This is an optimization exercise on Yosys and OpenROAD, whose aim is small area, not a production implementation.
The RTL was checked by simulation tests, not by an equivalence proof against the original design.
No activity file was given, so power comes from the tool's default toggle rates.

==> run a: inputs <==
// spi_daq
module spi_daq #(
  parameter integer CLK_HZ = 50000000
) (
  input  wire          clk,
  input  wire          rst,
  input  wire          cmd_valid,
  output wire          cmd_ready,
  input  wire [31:0]   cmd_word,
  input  wire [31:0]   cfg_clock_hz,
  input  wire [7:0]    cfg_mode,
  input  wire          cfg_no_cs,
  input  wire          cfg_sync_enable,
  input  wire [31:0]   cfg_settle_frames,
  input  wire [31:0]   cfg_timeout_ms,
  input  wire [63:0]   now_ns,
  output reg           rsp_valid,
  output reg  [2:0]    rsp_code,
  output wire [63:0]   rsp_seq,
  output wire [63:0]   rsp_ts,
  output wire [255:0]  rsp_ch,
  output wire [191:0]  rsp_raw,
  output wire          sclk,
  output wire          mosi,
  output wire          cs_n,
  input  wire          miso,
  input  wire          drdy_n,
  output wire          sync_n
);
  localparam integer CYC_PER_MS = CLK_HZ / 1000;
  localparam integer HALF_NUM   = CLK_HZ / 2;       
  localparam [25:0]  K_XFER_26  = 26'd33554432 - HALF_NUM;
  ...
==> flow/config.mk <==
export PLATFORM = sky130hd
export DESIGN_NAME = spi_daq
export DESIGN_NICKNAME = spi_daq
export VERILOG_FILES = /design/flow/design.v
export SDC_FILE = /design/flow/constraint.sdc
export NUM_CORES = 4
export LEC_CHECK = 0
export CAP_MARGIN = 20
export CORE_AREA = 4 4 228 228
export DIE_AREA = 0 0 232 232
export PLACE_DENSITY = 0.7
export SLEW_MARGIN = 20
==> flow/constraint.sdc <==
create_clock -name core_clock -period 20.0 [get_ports {clk}]
set_input_delay 4.0000 -clock core_clock [delete_from_list [all_inputs] [get_ports {clk}]]
set_output_delay 4.0000 -clock core_clock [all_outputs]
set_load 0.01 [all_outputs]
standard.sh (not shown) runs the stock make flow with config.mk's settings and CLKGATE_MAP_FILE= SYNTH_SCRIPT=/design/flow/synth_recipe.tcl, a recipe that flattens the netlist after the stock synthesis.
==> flow/flow/run.sh <==
#!/bin/bash
# Standard ORFS layout with buf_1 port buffers and a clock tree without dummy loads.
set -euo pipefail
export BUFFER_PORTS_ARGS="-buffer_cell sky130_fd_sc_hd__buf_1"
export CTS_ARGS="-sink_clustering_enable -repair_clock_nets -dont_use_dummy_load -buf_list sky130_fd_sc_hd__clkbuf_4 -sink_clustering_size 8 -sink_clustering_max_diameter 36"
bash standard.sh > standard.log 2>&1
==> run b (differences from run a) <==
--- a/flow/design.v
+++ b/flow/design.v
@@ -25,16 +25,16 @@
   input  wire          miso,
   input  wire          drdy_n,
   output wire          sync_n
 );
   localparam integer CYC_PER_MS = CLK_HZ / 1000;
   localparam integer HALF_NUM   = CLK_HZ / 2;       
-  localparam [25:0]  K_XFER_26  = 26'd33554432 - HALF_NUM;
-  localparam [25:0]  K_MS_26    = 26'd33554432 - CYC_PER_MS;
-  localparam [24:0]  K_XFER     = K_XFER_26[24:0];     
-  localparam [24:0]  K_MS       = K_MS_26[24:0];       
+  localparam [26:0]  K_XFER_27  = 27'd67108864 - HALF_NUM;
+  localparam [26:0]  K_MS_27    = 27'd67108864 - CYC_PER_MS;
+  localparam [25:0]  K_XFER     = K_XFER_27[25:0];     
+  localparam [25:0]  K_MS       = K_MS_27[25:0];       
   localparam [2:0] RC_OK        = 3'd0,
                    RC_INVALID   = 3'd1,
                    RC_ALREADY   = 3'd2,
                    RC_NOT_PERM  = 3'd3,
                    RC_TIMED_OUT = 3'd4,
                    RC_IO_FAIL   = 3'd6,
@@ -58,17 +58,16 @@
   wire s_pul  = (st == ST_PULSE);
   wire s_wait = (st == ST_WAIT);
   wire s_xfer = (st == ST_XFER);
   wire s_inc  = (st == ST_INC);
   wire s_capz = (st == ST_CAPZ);
   reg          is_open, started, host;
-  reg          xf;                       
   reg          cpol, cpha, nocs, synce;
   reg  [24:0]  hz;
   reg          hz_sat;
-  reg  [24:0]  acc;
+  reg  [25:0]  acc;
   reg          par;                     
   reg  [3:0]   jj;                      
   reg  [4:0]   qq;                      
   reg          tp, ma, got, sm;
   reg          ts_c, neq, sq_c;
   reg          d1, d2, d3;
@@ -89,28 +88,28 @@
   wire        c_start = hi_zero && !p_bit && op == 8'h31;
   wire        c_read  = hi_zero && op == 8'h32;
   wire        c_raw   = hi_zero && op == 8'h33;
   wire        c_stop  = hi_zero && !p_bit && op == 8'h34;
   wire        c_close = hi_zero && !p_bit && op == 8'h35;
   assign cmd_ready = s_idle & ph63;
-  wire [24:0] addend   = s_xfer ? hz : 25'd1;
-  wire [24:0] sum;
-  wire [25:0] cy;
+  wire [25:0] addend   = s_xfer ? {1'b0, hz} : 26'd1;
+  wire [25:0] sum;
+  wire [26:0] cy;
   assign cy[0] = 1'b0;
   genvar ga;
   generate
-    for (ga = 0; ga < 25; ga = ga + 1) begin : g_add
+    for (ga = 0; ga < 26; ga = ga + 1) begin : g_add
       assign sum[ga]   = acc[ga] ^ addend[ga] ^ cy[ga];
       assign cy[ga+1]  = (acc[ga] & addend[ga]) | (cy[ga] & (acc[ga] ^ addend[ga]));
     end
   endgenerate
-  wire        tick     = cy[25] | (s_xfer & hz_sat);    
+  wire        tick     = cy[26] | (s_xfer & hz_sat);    
   wire        cnt_end  = (acc[9:6] == 4'b1010);
   wire        e_done   = qq[4] & ~par;                  
   wire        edge_now = s_xfer & tick & ~e_done;
-  wire op_clr = ph[5] ? ~(s_wait | (host & s_xfer)) : (s_pul | s_capz | ~is_open | xf);
+  wire op_clr = ph[5] ? ~(s_wait | (host & s_xfer)) : (s_pul | s_capz);
   wire op_inc = ph[5] ? (s_wait & ma)               : (s_inc & ~host);
   wire c_eff  = seg0 ? op_inc : ts_c;
   wire t_bit  = op_clr ? 1'b0 : (ts[0] ^ c_eff);
   wire neq_n  = (seg0 ? 1'b0 : neq) | (t_bit ^ cf[0]);
   wire match  = ~neq_n;                                 
   wire got_now = got | drdy_fall;
@@ -121,18 +120,16 @@
   wire sq_bit  = s_clr ? 1'b0 : (sq[0] ^ (s_inc & sq_cin));
   wire load_cfg;
   wire [31:0] tmo_eff = cfg_timeout_ms | ({32{cfg_timeout_ms == 32'd0}} & 32'd2000);
   always @(posedge clk) begin
     sq   <= {sq_bit, sq[63:1]};
     sq_c <= sq[0] & sq_cin;
-    ts <= {t_bit, ts[63:1]} | (now_ns & {64{cap}}) | ({tmo_eff, cfg_settle_frames} & {64{load_cfg}});
+    ts <= {t_bit, ts[63:1]} | (now_ns & {64{cap}});
     ts_c <= ts[0] & c_eff;
     neq  <= neq_n;
-    cf <= {xf ? ts[0] : cf[0], cf[63:1]};
-    if (ph63)
-      xf <= load_cfg;
+    cf <= {cf[0] & is_open, cf[63:1]} | ({tmo_eff, cfg_settle_frames} & {64{load_cfg}});
   end
   wire sample = edge_now & (par == cpha);
   wire jj_end = (jj == 4'd11);
   wire m0     = (ph[3:0] == qq[3:0]);             
   wire m1     = (ph_n[3:0] == qq[3:0]);           
   always @(posedge clk) begin
==> flow/flow/run.sh (replaced) <==
#!/bin/bash
# Standard ORFS layout with buf_1 port buffers and a clock tree without dummy loads.
set -euo pipefail
export BUFFER_PORTS_ARGS="-buffer_cell sky130_fd_sc_hd__buf_1"
export CTS_ARGS="-sink_clustering_enable -repair_clock_nets -dont_use_dummy_load -buf_list sky130_fd_sc_hd__clkbuf_8 -sink_clustering_size 16 -sink_clustering_max_diameter 40"
bash standard.sh > standard.log 2>&1
Settings changed: PLACE_DENSITY 0.7 to 0.6.
==> run c (differences from run a) <==
==> flow/flow/run.sh (replaced) <==
#!/bin/bash
# Standard ORFS layout with buf_1 port buffers and a clock tree without dummy loads.
set -euo pipefail
export BUFFER_PORTS_ARGS="-buffer_cell sky130_fd_sc_hd__buf_1"
export CTS_ARGS="-sink_clustering_enable -repair_clock_nets -dont_use_dummy_load -buf_list {sky130_fd_sc_hd__clkbuf_2 sky130_fd_sc_hd__clkbuf_4} -sink_clustering_size 10 -sink_clustering_max_diameter 40"
bash standard.sh > standard.log 2>&1
Settings changed: PLACE_DENSITY 0.7 to 0.6.
==> comparison table <==
| item | run c | run b | run a |
|---|---|---|---|
| Buffering stage count on the worst path with inverters included | 5 | 4 | 6 |
| Cell Area, Placed | 0.01780 mm² | 0.01807 mm² | 0.01780 mm² |
| End point of the critical path | acc[16] | acc[11] | acc[18] |
| Netlist area before placement | 0.01609 mm² | 0.01636 mm² | 0.01609 mm² |
| EDFF count, synth | 46 | 45 | 46 |
| Clock power frac | 29.5% | 37.5% | 31.3% |
| Outcome | timing/DRC/antenna clean | timing/DRC/antenna clean | timing/DRC/antenna clean |
| Reported clock group power | 0.491 mW | 0.672 mW | 0.534 mW |
| Number of ordinary inverters in the final layout | 37 | 26 | 37 |
| Number of placed instances with taps included | 2470 | 2521 | 2470 |
| Sequential power | 1.05 mW | 1.01 mW | 1.05 mW |
| Reg2Reg Capture Point | acc[16] | acc[11] | acc[18] |
| Number of multi-input combinational cells in the layout | 488 | 548 | 488 |
| Worst-skew pair later-pin latency | 0.78 ns | 0.67 ns | 0.81 ns |
| Clock slew seen by the registers of the worst setup and hold paths | 0.10 ns | 0.09 ns | 0.08 ns |
| Share of total power in combinational logic | 7.3% | 6.0% | 7.1% |
| Data required time at the worst endpoint | 20.55 ns | 20.53 ns | 20.56 ns |
| Highest metal layer with signal wires | met4 | met5 | met5 |
| Xor and xnor fraction of the mapped netlist area | 0.7078% | 0.6959% | 0.7078% |
| Launch point of the worst reg-to-reg path | st[0] | st[1] | st[2] |
| Wire length of the first global-routing pass | 80.12 mm | 87.91 mm | 83.56 mm |
| Final cycle utilization of the critical path | 57.66% | 61.20% | 59.07% |
| Crit-path slowest cell | sky130_fd_sc_hd__dfxtp_1 | sky130_fd_sc_hd__dfxtp_1 | sky130_fd_sc_hd__a21o_1 |
| Slew Limit Headroom | 37.60% | 43.73% | 30.69% |
| Multi-input combinational cell area | 0.003623 mm² | 0.003928 mm² | 0.003616 mm² |
| Worst clock skew on the final layout | 0.1203 ns | 0.1050 ns | 0.09988 ns |
| Setup WS pre-CTS | 8.587 ns | 7.807 ns | 8.277 ns |

[re-timing with driven ports]
No port has a modelled driver above. Below, the same layouts with a new extraction and two added sets of constraints. Step 1: set_driving_cell puts a clkbuf_16 on clk and a buf_2 on each other input, an assumption about the parent block. Step 2 also shifts input and output timing later by t, the mid clock arrival at the registers, as if the neighbouring blocks saw the same clock. Slacks: no drivers / after step 1 / after step 2; pairs: no drivers / after step 1.
| run | t, ns | slack for setup (ns) | latest minus earliest clock arrival (ns) | pins driven straight from the clock port |
|---|---|---|---|---|
| run a | 0.822 | 8.187 / 8.187 / 8.187 | 0.107 / 0.107 | 1 |
| run b | 0.663 | 7.761 / 7.761 / 7.761 | 0.119 / 0.119 | 1 |
| run c | 0.780 | 8.469 / 8.469 / 8.469 | 0.137 / 0.137 | 1 |
After both steps setup and hold are still met in every run listed.
